Background: an optimization exercise with open tools, aiming at small area, a short achievable clock period and few clock cycles. Do not read the settings as production practice. No functional check of the RTL was part of this run. Power and IR drop assume default switching activity.

--- design/flow/flow/run.sh ---
#!/bin/bash
set -euo pipefail
bash standard.sh synth > flow_synth.log 2>&1
bash standard.sh SETUP_SLACK_MARGIN=9 finish > flow_finish.log 2>&1
--- design/flow/standard.sh ---
#!/bin/bash
# synth_recipe.tcl (not shown) runs the flow's synth.tcl, then flattens the netlist and writes it again
# the make line also repeats each setting of config.mk as NAME=value (left out here)
make -C /OpenROAD-flow-scripts/flow DESIGN_CONFIG=/design/flow/config.mk WORK_HOME=/design/flow/orfs CLKGATE_MAP_FILE= SYNTH_SCRIPT=/design/flow/synth_recipe.tcl "${@:-finish}"
--- design/flow/config.mk ---
export PLATFORM = sky130hd
export DESIGN_NAME = hchachacha_core
export DESIGN_NICKNAME = hchachacha_core
export VERILOG_FILES = /design/flow/design.v
export SDC_FILE = /design/flow/constraint.sdc
export NUM_CORES = 8
export LEC_CHECK = 0
export CAP_MARGIN = 20
export CORE_MARGIN = 2
export CORE_UTILIZATION = 40
export PLACE_DENSITY = 0.6
export SETUP_SLACK_MARGIN = 1.0
export SLEW_MARGIN = 20
--- design/flow/constraint.sdc ---
create_clock -name core_clock -period 15.0 [get_ports {clk}]
set_input_delay 3.0000 -clock core_clock [delete_from_list [all_inputs] [get_ports {clk}]]
set_output_delay 3.0000 -clock core_clock [all_outputs]
set_load 0.01 [all_outputs]
--- design/flow/design.v ---
module hchacha20_qr #(
    parameter integer R1 = 16,
    parameter integer R2 = 12
) (
    input  wire [31:0] a_i,
    input  wire [31:0] b_i,
    input  wire [31:0] c_i,
    input  wire [31:0] d_i,
    output wire [31:0] a_o,
    output wire [31:0] b_o,
    output wire [31:0] c_o,
    output wire [31:0] d_o
);
    wire [31:0] a1;
    hchacha20_add u_add_a (.a(a_i), .b(b_i), .s(a1));
    wire [31:0] dx = d_i ^ a1;
    wire [31:0] d1 = {dx[31-R1:0], dx[31:32-R1]};
    wire [31:0] c1;
    hchacha20_add u_add_c (.a(c_i), .b(d1), .s(c1));
    wire [31:0] bx = b_i ^ c1;
    wire [31:0] b1 = {bx[31-R2:0], bx[31:32-R2]};
    assign a_o = a1;
    assign b_o = b1;
    assign c_o = c1;
    assign d_o = d1;
endmodule
module hchacha20_add (
    input  wire [31:0] a,
    input  wire [31:0] b,
    output wire [31:0] s
);
    wire [31:0] g [0:5];
    wire [31:0] p [0:5];
    assign g[0] = a & b;
    assign p[0] = a ^ b;
    genvar l, i;
    generate
        for (l = 0; l < 5; l = l + 1) begin : g_lvl
            for (i = 0; i < 32; i = i + 1) begin : g_bit
                if ((i >> l) & 1) begin : g_op
                    localparam integer J = ((i >> l) << l) - 1;
                    assign g[l+1][i] = g[l][i] | (p[l][i] & g[l][J]);
                    assign p[l+1][i] = p[l][i] & p[l][J];
                end else begin : g_pass
                    assign g[l+1][i] = g[l][i];
                    assign p[l+1][i] = p[l][i];
                end
            end
        end
    endgenerate
    assign s = p[0] ^ {g[5][30:0], 1'b0};
endmodule
module hchacha20_round #(
    parameter integer SECOND = 0
) (
    input  wire [511:0] x_i,
    output wire [511:0] x_o
);
    localparam integer R1 = SECOND ? 8 : 16;
    localparam integer R2 = SECOND ? 7 : 12;
    genvar u;
    generate
        for (u = 0; u < 4; u = u + 1) begin : g_qr
            wire [31:0] a_o, b_o, c_o, d_o;
            hchacha20_qr #(.R1(R1), .R2(R2)) u_qr (
                .a_i(x_i[32*(u)      +: 32]),
                .b_i(x_i[32*(4 + u)  +: 32]),
                .c_i(x_i[32*(8 + u)  +: 32]),
                .d_i(x_i[32*(12 + u) +: 32]),
                .a_o(a_o),
                .b_o(b_o),
                .c_o(c_o),
                .d_o(d_o)
            );
            if (SECOND) begin : g_perm
                assign x_o[32*(0  + ((4 - u) % 4)) +: 32] = a_o;
                assign x_o[32*(4  + ((5 - u) % 4)) +: 32] = b_o;
                assign x_o[32*(8  + ((6 - u) % 4)) +: 32] = c_o;
                assign x_o[32*(12 + ((7 - u) % 4)) +: 32] = d_o;
            end else begin : g_keep
                assign x_o[32*(u)      +: 32] = a_o;
                assign x_o[32*(4 + u)  +: 32] = b_o;
                assign x_o[32*(8 + u)  +: 32] = c_o;
                assign x_o[32*(12 + u) +: 32] = d_o;
            end
        end
    endgenerate
endmodule
module hchachacha_core (
    input  wire         clk,
    input  wire         rst_n,       
    input  wire         start,
    input  wire [31:0]  cmdw,
    input  wire [255:0] key,
    input  wire [127:0] din,
    output wire         ready,
    output wire [3:0]   status,
    output wire [127:0] dout,
    output wire [31:0]  cmdr,
    output wire         done,
    output wire         err
);
    localparam [127:0] SIGMA = {32'h6b206574, 32'h79622d32, 32'h3320646e, 32'h61707865};
    reg  [3:0]   status_r;
    reg  [31:0]  cmdr_r;
    reg  [127:0] lr;         
    reg  [255:0] key_r;
    reg  [511:0] s1;         
    reg  [511:0] s2;         
    reg  [5:0]   c;
    reg  [3:0]   k;          
    wire busy = status_r[0];
    wire dir  = cmdr_r[0];
    wire lm   = cmdr_r[1];
    wire cmd_illegal = (cmdw[7:2] != 6'd0);
    wire cmd_badsize = (cmdw[15:8] != 8'd32) || (cmdw[23:16] != 8'd16) ||
                       (cmdw[31:24] != 8'd16);
    wire [511:0] h1, y;
    hchacha20_round #(.SECOND(0)) u_half1 (.x_i(s1), .x_o(h1));
    wire [511:0] s2_in = h1;
    hchacha20_round #(.SECOND(1)) u_half2 (.x_i(s2), .x_o(y));
    wire c_f  = (c == 6'd0);
    wire c_rk = (c == 6'd1);
    wire c_end = (c == 6'd40);
    wire is_w = (k == 4'hf);
    wire last = lm ? (k == 4'd5) : (k == 4'd7);
    wire fin  = lm ? (k == 4'd6) : (k == 4'd8);
    wire [2:0] nm1  = lm ? 3'd5 : 3'd7;
    wire [2:0] ri   = dir ? nm1 - k[2:0] : k[2:0];
    wire [2:0] kn   = k[2:0] + 3'd1;
    wire [2:0] rin  = dir ? nm1 - kn : kn;
    wire [7:0] ctrn = last ? 8'd1 : {5'd0, rin} + 8'd2;
    wire [63:0] l = lr[63:0];
    wire [63:0] r = lr[127:64];
    wire [63:0] h = lm ? (l ^ r) : (ri[0] ? l : r);
    wire [127:0] w_lo = y[127:0];                
    wire [127:0] w_hi = y[511:384];              
    wire [255:0] pout = {y[511:384], y[127:0]};
    wire [63:0]  m    = y[63:0];
    wire [63:0] lm_x  = l ^ m;
    wire [63:0] lsig  = {lm_x[31:0] ^ lm_x[63:32], lm_x[63:32]};
    wire [63:0] lsigi = {lm_x[31:0], lm_x[31:0] ^ lm_x[63:32]};
    reg  [63:0] l_n, r_n;
    always @(*) begin
        if (lm) begin
            r_n = r ^ m;
            if (last)     l_n = lm_x;
            else if (dir) l_n = lsigi;
            else          l_n = lsig;
        end else begin
            l_n = ri[0] ? l : lm_x;
            r_n = ri[0] ? r ^ m : r;
        end
    end
    always @(posedge clk or negedge rst_n) begin
        if (!rst_n) begin
            status_r <= 4'd0;
            cmdr_r   <= 32'd0;
            lr       <= 128'd0;
            c        <= 6'd0;
            k        <= 4'hf;
        end else if (!busy) begin
            c <= 6'd1;
            k <= 4'hf;
            if (start) begin
                cmdr_r <= cmdw;
                if (cmd_illegal) begin
                    status_r <= 4'b1000;
                end else if (cmd_badsize) begin
                    status_r <= 4'b0100;
                end else begin
                    status_r <= 4'b0001;
                    lr       <= din;
                end
            end
        end else begin
            c <= c_end ? 6'd0 : c + 6'd1;
            if (c_end) begin
                k <= k + 4'd1;
                if (is_w)
                    lr <= lr ^ (dir ? w_hi : w_lo);
                else
                    lr <= {r_n, l_n};
            end
            if (c_f && fin) begin
                lr       <= lr ^ (dir ? w_lo : w_hi);
                status_r <= 4'b0010;
            end
        end
    end
    always @(posedge clk) begin
        s2 <= s2_in;
        if (!busy) begin
            key_r <= key;
            s1    <= {128'd0, key, SIGMA} | {8'd1, 504'd0};
        end else begin
            if (c_f)
                s1 <= {64'd0, h, pout, SIGMA};
            else if (c_rk)
                s1 <= {ctrn, 120'd0, key_r, SIGMA};
            else
                s1 <= y;
        end
    end
    assign ready  = !busy;
    assign status = status_r;
    assign dout   = lr;
    assign cmdr   = cmdr_r;
    assign done   = status_r[1];
    assign err    = status_r[3] | status_r[2];
endmodule
==> results.py <==
metrics = {
    "run_status": {
        "status": "finished clean",
    },
    "detailed_routing": {
        "vias": 77200,
        "viasPerCell": 6.58,
        "drt-met1-wl_um": 196000,
        "drc": 0,
        "ant_nets": 0,
        "wl_um": 521000,
        "top_layer": "met5",
        "wl_met2_um": 201000,
        "drtIter0Drc": 13100,
        "drt_pass1_iterations": 12,
        "wire_per_inst_um": 44.4,
        "dr_wl_met3_um": 75600,
    },
    "floorplanning": {
        "dieArea_um2": 196000,
        "io_pins": 586,
        "core_area_um2": 192000,
        "fp.dieW_um": 443,
        "die_y_um": 443,
        "start_util": 0.402,
        "rows": 161,
    },
    "setup_path": {
        "worst_ep_required_time_ps": 15720,
        "worstSetupStartpoint": "s2[192]",
        "worst_path_most_repeated_cell": "xor2_1",
        "start_kind": "register",
        "critical_path.slowest_cell": "ha_1",
        "crit_chain": "ha_4 > inv_2 > fa_2 > nor2b_4 > o21a_1 > nor2_1 > fa_1 > xor2_4 > xor2_1 > inv_1 > ha_1 > a21oi_1 > o21ai_2 > a41oi_2 > a21o_1 > a21oi_2 > buf_6 > a211o_1 > a41o_4 > a211o_4 > xnor2_4 > xor2_1 > a211oi_1 > a221o_1",
        "path_class": "register to register",
        "cp-end-kind": "register",
        "arrival_ps": 7210,
        "crit-reg2reg-launch": "s2[192]",
        "critPathMaxFanout": 5,
        "max_stage_delay_ps": 500,
    },
    "yosys": {
        "syn-cell-area_um2": 77100,
        "synth_ff_type": "dfxtp_1",
        "syn_nets": 9065,
        "ys_types": 113,
        "ys_seq_elements": 1454,
        "yosysSeqAreaShare": 0.422,
        "synthTopCellsByArea": "dfxtp_1 (27%), edfxtp_1 (10%), ha_1 (7.9%)",
        "yosysTopAreaCell": "dfxtp_1",
        "post_synth.cell_area_avg_um2": 9.54,
        "async_flop_share": 0.120,
        "yosysWarnings": 2,
        "yosysTopAreaCellShare": 0.266,
        "syn_inst": 8080,
        "synth_edf_count": 256,
    },
    "clocking": {
        "clk_pin_slew_worst_paths_ps": 60,
        "clockBufferDepth": 3,
        "clock-sinks": 1454,
        "cts_made_buffers": 172,
        "insertion_delay_ps": 860,
        "h-tree-depth": 4,
        "clockRootBuffer": "clkbuf_16",
        "cts_tree": "done",
    },
    "place": {
        "port_buffers": 585,
        "gp_congestion": 1.11,
        "dp_hpwl_um": 407000,
        "dp_slack_ps": 6690,
    },
    "finish": {
        "final_common_cell": "dfxtp_1",
        "drive_gt1_frac": 0.187,
        "area_growth_pct": 32.1,
        "fin_nets": 9982,
        "final_cell_mix": "dfxtp_1 (985), nand2_1 (607), clkdlybuf4s50_1 (584)",
    },
    "timing": {
        "period_needed_ps": 6490,
        "fin_crit_sh": 0.433,
        "hold_viol": 0,
        "slew_headroom": 0.0852,
        "setup_viol": 0,
        "worstMarginPinSlew_ps": 1360,
        "setup-tns-final_ps": 0,
        "fin_skew_ps": 36.8,
        "timing.fmax_mhz": 154,
        "drv_slew": 0,
        "rsz0062_at_grt": "yes",
        "setup_ws_ps": 8510,
    },
    "job": {
        "max_cap_violations": 0,
    },
    "hold_path": {
        "min_from": "s1[465]",
        "hold_path.class": "register to register",
    },
    "power_and_ir_drop": {
        "finalPower_w": 0.0321,
        "p_leak_nw": 41.5,
        "power_density_nw_per_um2": 315,
        "ir_worst_vdd_mv": 0.223,
    },
    "global_route": {
        "grt_pass1_wl_um": 663000,
        "grt_overflow": 0,
        "grt_max_degree": 128,
        "grt_antenna_before_repair": 113,
        "grtUsageTotal": 0.512,
        "grt_pass1_vias": 67900,
    },
}
what timing repair did:
| action | 4_1_cts | 5_1_grt |
|---|---|---|
| endpoints found under the setup margin | 450 | 253 |
| gates resized for setup | 549 | 380 |
| setup buffers | 165 | 129 |
| hold buffers | 0 | 0 |
| pin swaps | 180 | 241 |
| gates cloned | 1 | 0 |
where the power goes:
group / switching [W] / internal, W / leakage (nW)
Sequential: 0.000511 / 0.00438 / 13.6
Clock: 0.00193 / 0.00274 / 3.01
Combinational: 0.0154 / 0.00711 / 25.0
critical path, delay by kind of cell, from the launching register on:
kind / cells / cell delay, ps
xor+xnor: 4 / 1350
flops: 1 / 350
fa+ha+maj: 4 / 1460
compound gates: 11 / 2410
buf+inv: 3 / 540
simple gates: 2 / 220
worst paths after layout:
| check | to | slack, ps | cells past startpoint |
|---|---|---|---|
| worst max-delay path | s1[229] | 8510 | 24 |
| worst min-delay path | s2[449] | 460 | 1 |
| worst max register to register | s1[229] | 8510 | 24 |
| worst min register to register | s2[449] | 460 | 1 |
| max in group asynchronous | lr[67] | 10750 | 3 |
| min in group asynchronous | cmdr_r[16] | 2180 | 1 |
final cells by class:
cell class,count,area (um2)
fillers,17400,90100
multi-input cells,5911,47800
flip-flops and latches,1454,32600
repair buffers,1173,10900
clock buffers,238,5000
well taps,2526,3160
clock inverters,84,1130
inverters,285,1100
diodes,71,178
metal layers:
| metal | up-vias | global-route usage |
|---|---|---|
| met5 | - | 0.00659 |
| met4 | 72 | 0.375 |
| met3 | 1590 | 0.209 |
| met2 | 6581 | 0.687 |
| met1 | 38300 | 0.654 |
| li1 | 30700 | - |
sequential cells by signal (all words and copies together) (netlist names):
register / flops
s1: 512
s2: 512
key_r: 256
lr: 128
cmdr_r: 32
c: 6
k: 4
status_r: 4
synth_stat cells, types with 21 or more instances:
master    count
mux2_2       36
nand3_1     215
nand4_1      28
clkbuf_1    363
buf_1        55
inv_1       284
o21a_1       71
a211oi_1     78
o211ai_1    141
a31oi_1      62
a21boi_0     23
a221oi_1     91
xor2_1      523
a222oi_1     37
a22o_1       21
fa_1         80
or3_1        28
a21o_1      141
xnor2_1     466
and2_1       98
o221ai_1     53
dfxtp_1    1024
dfrtp_1     170
edfxtp_1    256
o21ai_0     543
and3_1       55
nand2_1     626
nand2b_1     73
a22oi_1      37
o21bai_1     43
a21oi_1     533
a221o_1      60
nor2b_1      59
nor2_1      587
nor3_1       85
mux2i_1      77
o22ai_1     143
ha_1        486
per-stage QoR:
step	area (um2)	hold WS [ps]	utilization	cells
final	102000	455	0.531	11700
after global routing	102000	470	0.530	11700
after CTS	98500	455	0.513	11500
after detailed placement	87900	444	0.458	11100
after global placement	87600	432	0.456	11000
after floorplan	77100	418	-	8080
logic make-up (layout without fill, tap and decap cells):
kind of cell	Yosys count	in the layout	share of synthesized area
AOI/OAI and AO/OA	2276	2277	0.194
xor gates and xnor gates	1018	1018	0.119
adders and majority gates	566	566	0.0996
buffers and inverters	716	1780	0.0352
DFF	1454	1454	0.422
muxes	113	113	0.0153
other	0	71	0
and+or+nand+nor	1937	1937	0.114

## re-timing with driven ports
No port has a modelled driver above. Below, the same layout with a new extraction and two added sets of constraints.
Step 1 (the two cells are an assumption about what drives the block):
set clk [get_ports {clk}]
set_driving_cell -lib_cell sky130_fd_sc_hd__clkbuf_16 $clk
set_driving_cell -lib_cell sky130_fd_sc_hd__buf_2 [delete_from_list [all_inputs] $clk]
Step 2 moves the port delays by t, midway between the first and last clock arrival at a register: inputs arrive t later, outputs are due t later. That takes back most of the time a late clock gives input paths.
Slacks: no drivers / after step 1 / after step 2; pairs: no drivers / after step 1.
t (ns): 0.942
slack for setup (ns): 8.507 / 8.507 / 8.257
pins driven straight from the clock port: 1
After both steps setup and hold are still met in this run. For this run, drivers alone change the setup slack by 0.000 ns; drivers and shift together by -0.250 ns.
